This is an optimization exercise on Yosys and OpenROAD, whose aim is small area, a short achievable clock period and few clock cycles, not a production implementation.
Function was checked by simulation only, so behaviour that the tests miss may differ from the original.
No activity file was given, so power comes from the tool's default toggle rates.

==> run Y <==
Design disk_controller_top, start of the top module:
module disk_controller_top (
    input             clk,
    input             rst_n,
    input             req,
    input             we,
    input      [2:0]  addr,
    input      [7:0]  wdata,
    output            ready,
    output     [7:0]  rdata,
    output reg        drq,
    output            attn,
    input      [1:0]  geom_present,
    input      [15:0] geom_heads,
    input      [15:0] geom_spt,
    input      [31:0] geom_bps,
    output            st_req,
    output            st_we,
    output            st_drive,
    output     [31:0] st_lba,
    output     [8:0]  st_idx,
    output     [7:0]  st_wdata,
    input             st_ack,
    input      [7:0]  st_rdata
);
    localparam S  = 16;           
    localparam TW = 5;            
    localparam A_DATA = 3'd0, A_HSEL = 3'd1, A_SSTAT = 3'd2, A_STAT = 3'd3, A_ATTN = 3'd4;
    localparam S_IDLE = 3'd0,     
               S_RDXL = 3'd1,     
               S_LOAD = 3'd2,     
               S_WR   = 3'd3,     
               S_CMD  = 3'd4;     
    reg [2:0] state, state_n;
    reg       idle_q;              
    reg       rdy_w0, rdy_r0;      
    reg       ok_q;                
    reg [8:0] pos_n;
  ...
clock: 12.0 ns
lec_check: 0
cap_margin: 20
core_margin: 2
core_utilization: 50
cts_buf_list: sky130_fd_sc_hd__clkbuf_16
cts_cluster_diameter: 60
cts_cluster_size: 30
slew_margin: 20
synth_hierarchical: 1
synth_memory_max_bits: 8192
synth_minimum_keep_size: 0
standard.sh (not shown) runs the stock make flow with config.mk's settings and CLKGATE_MAP_FILE= SYNTH_SCRIPT=/design/flow/synth_recipe.tcl, a recipe that flattens the netlist after the stock synthesis.
==> flow/flow/run.sh <==
#!/bin/bash
# Own layout flow: the standard flow (standard.sh) with
#  - the standard synthesis, whose combinational cells are then re-mapped for
#    area by Yosys/ABC (remap.sh); every register stays as synthesized, and
#    the cells in the combinational cones of the outputs are kept;
#  - a larger setup margin for timing repair (the clock period and the
#    constraints are unchanged);
#  - the smallest buffer on the ports, and no dummy loads in clock tree
#    synthesis.
# Each tool's full output goes to a log file in this folder.
set -euo pipefail
F=$(cd "$(dirname "$0")" && pwd)
ARGS=(SETUP_SLACK_MARGIN=6.5
      "BUFFER_PORTS_ARGS=-buffer_cell sky130_fd_sc_hd__buf_1"
      "CTS_ARGS=-sink_clustering_enable -repair_clock_nets -dont_use_dummy_load -sink_clustering_size 30 -sink_clustering_max_diameter 60 -buf_list sky130_fd_sc_hd__clkbuf_16")
bash standard.sh "${ARGS[@]}" synth > make_synth.log 2>&1
R=orfs/results/sky130hd/disk_controller_top/base
cp $R/1_2_yosys.v standard_synth.v
bash $F/remap.sh standard_synth.v remapped.v > remap.log 2>&1
cp remapped.v $R/1_2_yosys.v
rm -f $R/1_synth.odb $R/1_synth.sdc
bash standard.sh "${ARGS[@]}" finish > make_finish.log 2>&1
Other scripts of this flow, unchanged in this note and not shown: flow/flow/remap.sh, flow/flow/splitlib.py
==> run B: changes against run Y <==
--- a/flow/design.v
+++ b/flow/design.v
@@ -105,24 +105,24 @@
     localparam TW = 5;            
     localparam A_DATA = 3'd0, A_HSEL = 3'd1, A_SSTAT = 3'd2, A_STAT = 3'd3, A_ATTN = 3'd4;
     localparam S_IDLE = 3'd0,     
                S_RDXL = 3'd1,     
                S_LOAD = 3'd2,     
                S_WR   = 3'd3,     
-               S_CMD  = 3'd4;     
+               S_CMD  = 3'd4,     
+               S_WDONE = 3'd5;    
     reg [2:0] state, state_n;
     reg       idle_q;              
     reg       rdy_w0, rdy_r0;      
     reg       ok_q;                
     reg [8:0] pos_n;
     reg [9:0] off_n;
     reg       hz_n, cif_w_n;
     reg       cmd_q;               
     reg       xlw_q;               
     reg       ld_last_q;           
-    reg       wr_last_q;           
     reg [9:0] ntx_n, nb_n;
     reg [1:0]  present;
     reg [7:0]  heads0, heads1, spt0, spt1;
     reg [1:0]  bps_ok;
     reg [15:0] cyl0, cyl1;
     reg        sel_drive;
@@ -215,22 +215,22 @@
     assign st_idx   = ntx[8:0];
     assign st_wdata = dl_at_ls;
     wire   st_xfer  = st_req && st_ack;
     wire ld_done = ld_ins && (nb == 10'd511);
     wire wr_done = (state == S_WR) && st_xfer && (ntx == 10'd511);
     wire xl_fail = ((state == S_RDXL) || (state == S_WR)) && xl_valid && !ok_q;
+    wire busy_rdy = cmd_q || ld_last_q || (xlw_q && xl_valid && !ok_q);
     dc_bus u_bus (
         .req       (req),
         .we        (we),
         .addr      (addr),
-        .st_ack    (st_ack),
         .idle      (idle_q),
-        .rdy_w0    (rdy_w0),
-        .rdy_r0    (rdy_r0),
-        .busy_rdy  (cmd_q || ld_last_q || (xlw_q && xl_valid && !ok_q)),
-        .ack_rdy   (wr_last_q && xl_valid && ok_q),
+        .f_w0      (idle_q ? rdy_w0 : busy_rdy),
+        .f_r0      (idle_q ? rdy_r0 : busy_rdy),
+        .f_cmd     (!idle_q && busy_rdy),
+        .f_oth     (idle_q || busy_rdy),
         .data_byte (data_byte),
         .sseek     ({seek_done, select_done}),
         .stat      ({st_ready, st_rnf}),
         .ready     (ready),
         .rdata     (rdata),
         .attn      (attn)
@@ -435,30 +435,38 @@
                         pos_n = {pos[8:4] - 1'b1, 4'd0};
                     else if (!st_xfer)
                         pos_n = pos + 9'd1;
                     else
                         pos_n = pos;
                     if (st_xfer) ntx_n = ntx + 10'd1;
-                    if (xl_fail || wr_done) begin
-                        if (xl_fail) st_rnf <= 1'b1;
+                    if (xl_fail) begin
+                        st_rnf <= 1'b1;
                         cif_w_n = 1'b0;
                         cif_f <= 1'b0;
                         drq   <= 1'b0;
                         pos_n = pb0_dec;
                         state_n = S_IDLE;
+                    end else if (wr_done) begin
+                        pos_n = pb0_dec;
+                        state_n = S_WDONE;
                     end
                 end
+                S_WDONE: begin
+                    cif_w_n = 1'b0;
+                    cif_f <= 1'b0;
+                    drq   <= 1'b0;
+                    state_n = S_IDLE;
+                end
             endcase
         end
         pos     <= pos_n;
         ntx     <= ntx_n;
         nb      <= nb_n;
-        cmd_q     <= (state_n == S_CMD);
+        cmd_q     <= (state_n == S_CMD) || (state_n == S_WDONE);
         xlw_q     <= (state_n == S_RDXL) || (state_n == S_WR);
         ld_last_q <= (state_n == S_LOAD) && (nb_n == 10'd511) && (pos_n[3:0] == 4'd0) && (dv_n != 16'd0);
-        wr_last_q <= (state_n == S_WR) && (ntx_n == 10'd511);
         off     <= off_n;
         hz      <= hz_n;
         cif_w   <= cif_w_n;
         state   <= state_n;
         rdy_w0  <= (state_n == S_IDLE) && (hz_n || ((pos_n[3:0] == 4'd0) && !((off_n == 10'd516) && cif_w_n)));
         rdy_r0  <= (state_n == S_IDLE) && (hz_n || (pos_n == {rd_sel, 4'd0}));
@@ -467,27 +475,25 @@
     end
 endmodule
 module dc_bus (
     input        req,
     input        we,
     input  [2:0] addr,
-    input        st_ack,
     input        idle,
-    input        rdy_w0,
-    input        rdy_r0,
-    input        busy_rdy,
-    input        ack_rdy,
+    input        f_w0,        
+    input        f_r0,        
+    input        f_cmd,       
+    input        f_oth,       
     input  [7:0] data_byte,
     input  [1:0] sseek,
     input  [1:0] stat,
     output       ready,
     output [7:0] rdata,
     output       attn
 );
     wire a0 = (addr == 3'd0);
     wire cw = (addr == 3'd3) && we;
-    assign ready = idle ? (a0 ? (we ? rdy_w0 : rdy_r0) : !cw)
-                        : (busy_rdy || (ack_rdy && st_ack));
+    assign ready = a0 ? (we ? f_w0 : f_r0) : (cw ? f_cmd : f_oth);
     assign rdata = !addr[1] ? data_byte :
                    addr[0]  ? {stat, 6'd0} : {6'd0, sseek};
     assign attn  = idle && req && we && (addr == 3'd4);
 endmodule
--- a/flow/flow/run.sh
+++ b/flow/flow/run.sh
@@ -9,13 +9,13 @@
 #    synthesis.
 # Each tool's full output goes to a log file in this folder.
 set -euo pipefail
 F=$(cd "$(dirname "$0")" && pwd)
 ARGS=(SETUP_SLACK_MARGIN=6.5
       "BUFFER_PORTS_ARGS=-buffer_cell sky130_fd_sc_hd__buf_1"
-      "CTS_ARGS=-sink_clustering_enable -repair_clock_nets -dont_use_dummy_load -sink_clustering_size 30 -sink_clustering_max_diameter 60 -buf_list sky130_fd_sc_hd__clkbuf_16")
+      "CTS_ARGS=-sink_clustering_enable -repair_clock_nets -dont_use_dummy_load -sink_clustering_size 30 -sink_clustering_max_diameter 80 -buf_list sky130_fd_sc_hd__clkbuf_16")
 bash standard.sh "${ARGS[@]}" synth > make_synth.log 2>&1
 R=orfs/results/sky130hd/disk_controller_top/base
 cp $R/1_2_yosys.v standard_synth.v
 bash $F/remap.sh standard_synth.v remapped.v > remap.log 2>&1
 cp remapped.v $R/1_2_yosys.v
 rm -f $R/1_synth.odb $R/1_synth.sdc
Settings changed: CTS_CLUSTER_DIAMETER 60 to 80.
==> run K: changes against run Y <==
--- a/flow/design.v
+++ b/flow/design.v
@@ -105,24 +105,24 @@
     localparam TW = 5;            
     localparam A_DATA = 3'd0, A_HSEL = 3'd1, A_SSTAT = 3'd2, A_STAT = 3'd3, A_ATTN = 3'd4;
     localparam S_IDLE = 3'd0,     
                S_RDXL = 3'd1,     
                S_LOAD = 3'd2,     
                S_WR   = 3'd3,     
-               S_CMD  = 3'd4;     
+               S_CMD  = 3'd4,     
+               S_WDONE = 3'd5;    
     reg [2:0] state, state_n;
     reg       idle_q;              
     reg       rdy_w0, rdy_r0;      
     reg       ok_q;                
     reg [8:0] pos_n;
     reg [9:0] off_n;
     reg       hz_n, cif_w_n;
     reg       cmd_q;               
     reg       xlw_q;               
     reg       ld_last_q;           
-    reg       wr_last_q;           
     reg [9:0] ntx_n, nb_n;
     reg [1:0]  present;
     reg [7:0]  heads0, heads1, spt0, spt1;
     reg [1:0]  bps_ok;
     reg [15:0] cyl0, cyl1;
     reg        sel_drive;
@@ -215,22 +215,22 @@
     assign st_idx   = ntx[8:0];
     assign st_wdata = dl_at_ls;
     wire   st_xfer  = st_req && st_ack;
     wire ld_done = ld_ins && (nb == 10'd511);
     wire wr_done = (state == S_WR) && st_xfer && (ntx == 10'd511);
     wire xl_fail = ((state == S_RDXL) || (state == S_WR)) && xl_valid && !ok_q;
+    wire busy_rdy = cmd_q || ld_last_q || (xlw_q && xl_valid && !ok_q);
     dc_bus u_bus (
         .req       (req),
         .we        (we),
         .addr      (addr),
-        .st_ack    (st_ack),
         .idle      (idle_q),
-        .rdy_w0    (rdy_w0),
-        .rdy_r0    (rdy_r0),
-        .busy_rdy  (cmd_q || ld_last_q || (xlw_q && xl_valid && !ok_q)),
-        .ack_rdy   (wr_last_q && xl_valid && ok_q),
+        .f_w0      (idle_q ? rdy_w0 : busy_rdy),
+        .f_r0      (idle_q ? rdy_r0 : busy_rdy),
+        .f_cmd     (!idle_q && busy_rdy),
+        .f_oth     (idle_q || busy_rdy),
         .data_byte (data_byte),
         .sseek     ({seek_done, select_done}),
         .stat      ({st_ready, st_rnf}),
         .ready     (ready),
         .rdata     (rdata),
         .attn      (attn)
@@ -435,30 +435,38 @@
                         pos_n = {pos[8:4] - 1'b1, 4'd0};
                     else if (!st_xfer)
                         pos_n = pos + 9'd1;
                     else
                         pos_n = pos;
                     if (st_xfer) ntx_n = ntx + 10'd1;
-                    if (xl_fail || wr_done) begin
-                        if (xl_fail) st_rnf <= 1'b1;
+                    if (xl_fail) begin
+                        st_rnf <= 1'b1;
                         cif_w_n = 1'b0;
                         cif_f <= 1'b0;
                         drq   <= 1'b0;
                         pos_n = pb0_dec;
                         state_n = S_IDLE;
+                    end else if (wr_done) begin
+                        pos_n = pb0_dec;
+                        state_n = S_WDONE;
                     end
                 end
+                S_WDONE: begin
+                    cif_w_n = 1'b0;
+                    cif_f <= 1'b0;
+                    drq   <= 1'b0;
+                    state_n = S_IDLE;
+                end
             endcase
         end
         pos     <= pos_n;
         ntx     <= ntx_n;
         nb      <= nb_n;
-        cmd_q     <= (state_n == S_CMD);
+        cmd_q     <= (state_n == S_CMD) || (state_n == S_WDONE);
         xlw_q     <= (state_n == S_RDXL) || (state_n == S_WR);
         ld_last_q <= (state_n == S_LOAD) && (nb_n == 10'd511) && (pos_n[3:0] == 4'd0) && (dv_n != 16'd0);
-        wr_last_q <= (state_n == S_WR) && (ntx_n == 10'd511);
         off     <= off_n;
         hz      <= hz_n;
         cif_w   <= cif_w_n;
         state   <= state_n;
         rdy_w0  <= (state_n == S_IDLE) && (hz_n || ((pos_n[3:0] == 4'd0) && !((off_n == 10'd516) && cif_w_n)));
         rdy_r0  <= (state_n == S_IDLE) && (hz_n || (pos_n == {rd_sel, 4'd0}));
@@ -467,27 +475,25 @@
     end
 endmodule
 module dc_bus (
     input        req,
     input        we,
     input  [2:0] addr,
-    input        st_ack,
     input        idle,
-    input        rdy_w0,
-    input        rdy_r0,
-    input        busy_rdy,
-    input        ack_rdy,
+    input        f_w0,        
+    input        f_r0,        
+    input        f_cmd,       
+    input        f_oth,       
     input  [7:0] data_byte,
     input  [1:0] sseek,
     input  [1:0] stat,
     output       ready,
     output [7:0] rdata,
     output       attn
 );
     wire a0 = (addr == 3'd0);
     wire cw = (addr == 3'd3) && we;
-    assign ready = idle ? (a0 ? (we ? rdy_w0 : rdy_r0) : !cw)
-                        : (busy_rdy || (ack_rdy && st_ack));
+    assign ready = a0 ? (we ? f_w0 : f_r0) : (cw ? f_cmd : f_oth);
     assign rdata = !addr[1] ? data_byte :
                    addr[0]  ? {stat, 6'd0} : {6'd0, sseek};
     assign attn  = idle && req && we && (addr == 3'd4);
 endmodule
--- a/flow/flow/run.sh
+++ b/flow/flow/run.sh
@@ -9,13 +9,13 @@
 #    synthesis.
 # Each tool's full output goes to a log file in this folder.
 set -euo pipefail
 F=$(cd "$(dirname "$0")" && pwd)
 ARGS=(SETUP_SLACK_MARGIN=6.5
       "BUFFER_PORTS_ARGS=-buffer_cell sky130_fd_sc_hd__buf_1"
-      "CTS_ARGS=-sink_clustering_enable -repair_clock_nets -dont_use_dummy_load -sink_clustering_size 30 -sink_clustering_max_diameter 60 -buf_list sky130_fd_sc_hd__clkbuf_16")
+      "CTS_ARGS=-sink_clustering_enable -repair_clock_nets -dont_use_dummy_load -sink_clustering_size 30 -sink_clustering_max_diameter 80 -buf_list sky130_fd_sc_hd__clkbuf_16")
 bash standard.sh "${ARGS[@]}" synth > make_synth.log 2>&1
 R=orfs/results/sky130hd/disk_controller_top/base
 cp $R/1_2_yosys.v standard_synth.v
 bash $F/remap.sh standard_synth.v remapped.v > remap.log 2>&1
 cp remapped.v $R/1_2_yosys.v
 rm -f $R/1_synth.odb $R/1_synth.sdc
Settings changed: CORE_AREA set to 2 2 464.24 464.24, CORE_MARGIN 2 to unset, CORE_UTILIZATION 50 to unset, CTS_CLUSTER_DIAMETER 60 to 80, DIE_AREA set to 0 0 466.24 466.24.
==> qor summary <==
	run Y	run K	run B
Total Power Consumption	25000 uW	23400 uW	23300 uW
Signal arrival time at the worst endpoint	3.19 ns	3.17 ns	3.13 ns
Proportion of layout cells with a drive suffix above 1	6.02%	5.48%	5.70%
Number of design-rule violations left by the first detailed-router iteration	4218	4348	4375
Diode insertion count for antenna repair	14	22	12
Final Skew	0.123 ns	0.107 ns	0.117 ns
Reg2Reg Capture Point	u_xlate.lba[29]$_SDFFE_PP0P_	u_xlate.ch[23]$_SDFFE_PP0P_	u_buf.ring[3708]$_DFF_P_
Average footprint of a synthesized cell	14.5 sq um	14.5 sq um	14.5 sq um
Pleak	0.0445 uW	0.0444 uW	0.0444 uW
Average wire per cell in the routed design	23.4 um	22.3 um	22.0 um
Switching Fraction	24.6%	22.0%	21.9%
Count of fill cells added during filler insertion	17.4k	17.4k	17.3k
F_max	179 MHz	180 MHz	181 MHz
Number of cells on the worst reg-to-reg path	18	19	17
Post-CTS setup repair buffer count	7	21	18
Startpoint of the worst setup timing path	st_ack	addr[0]	addr[0]
Met2 capacity usage during global routing	36.8%	34.0%	33.8%
Status	finished clean	finished clean	finished clean
Netlist area before placement	0.107 sq mm	0.107 sq mm	0.107 sq mm
Final WL	249 mm	237 mm	233 mm
Multi-input gate area	0.0163 sq mm	0.0160 sq mm	0.0161 sq mm
Number of instances in the synthesized netlist	7393	7360	7360
Insertion delay to the later sink of the worst-skew pair	0.89 ns	0.88 ns	0.88 ns
Testbench counts of run Y, summed over its fixed seeds: cycles 134,519.
Testbench counts of run B, summed over its fixed seeds: cycles 134,554.
Testbench counts of run K, summed over its fixed seeds: cycles 134,554.

## re-timing with driven ports
Ports are ideal in the flow. The routed layouts listed here were re-timed in OpenROAD.
Step 1 sets driving cells, clkbuf_16 on the clock port and buf_2 on the other inputs (assumed; they add their load-dependent delay and slew).
Step 2 times the ports against the registers' clock, not the clock port: input delays grow and output delays shrink by t, the midpoint of the rising clock arrivals with the driver on.
a / b / c = ideal ports / drivers / drivers and shift; a / b = the first two.
| run | t, ns | setup WS [ns] | worst setup path after step 2 | clock arrival spread, ns |
|---|---|---|---|---|
| run Y | 0.919 | 6.413 / 6.338 / 5.719 | input to register | 0.123 / 0.124 |
| run B | 0.904 | 6.466 / 6.416 / 5.702 | input to register | 0.122 / 0.122 |
| run K | 0.913 | 6.433 / 6.384 / 5.726 | input to register | 0.107 / 0.107 |
After both steps every run listed still meets setup and hold. The setup slack of run B, which loses most, moves by -0.050 ns with the drivers and by -0.764 ns with both steps.
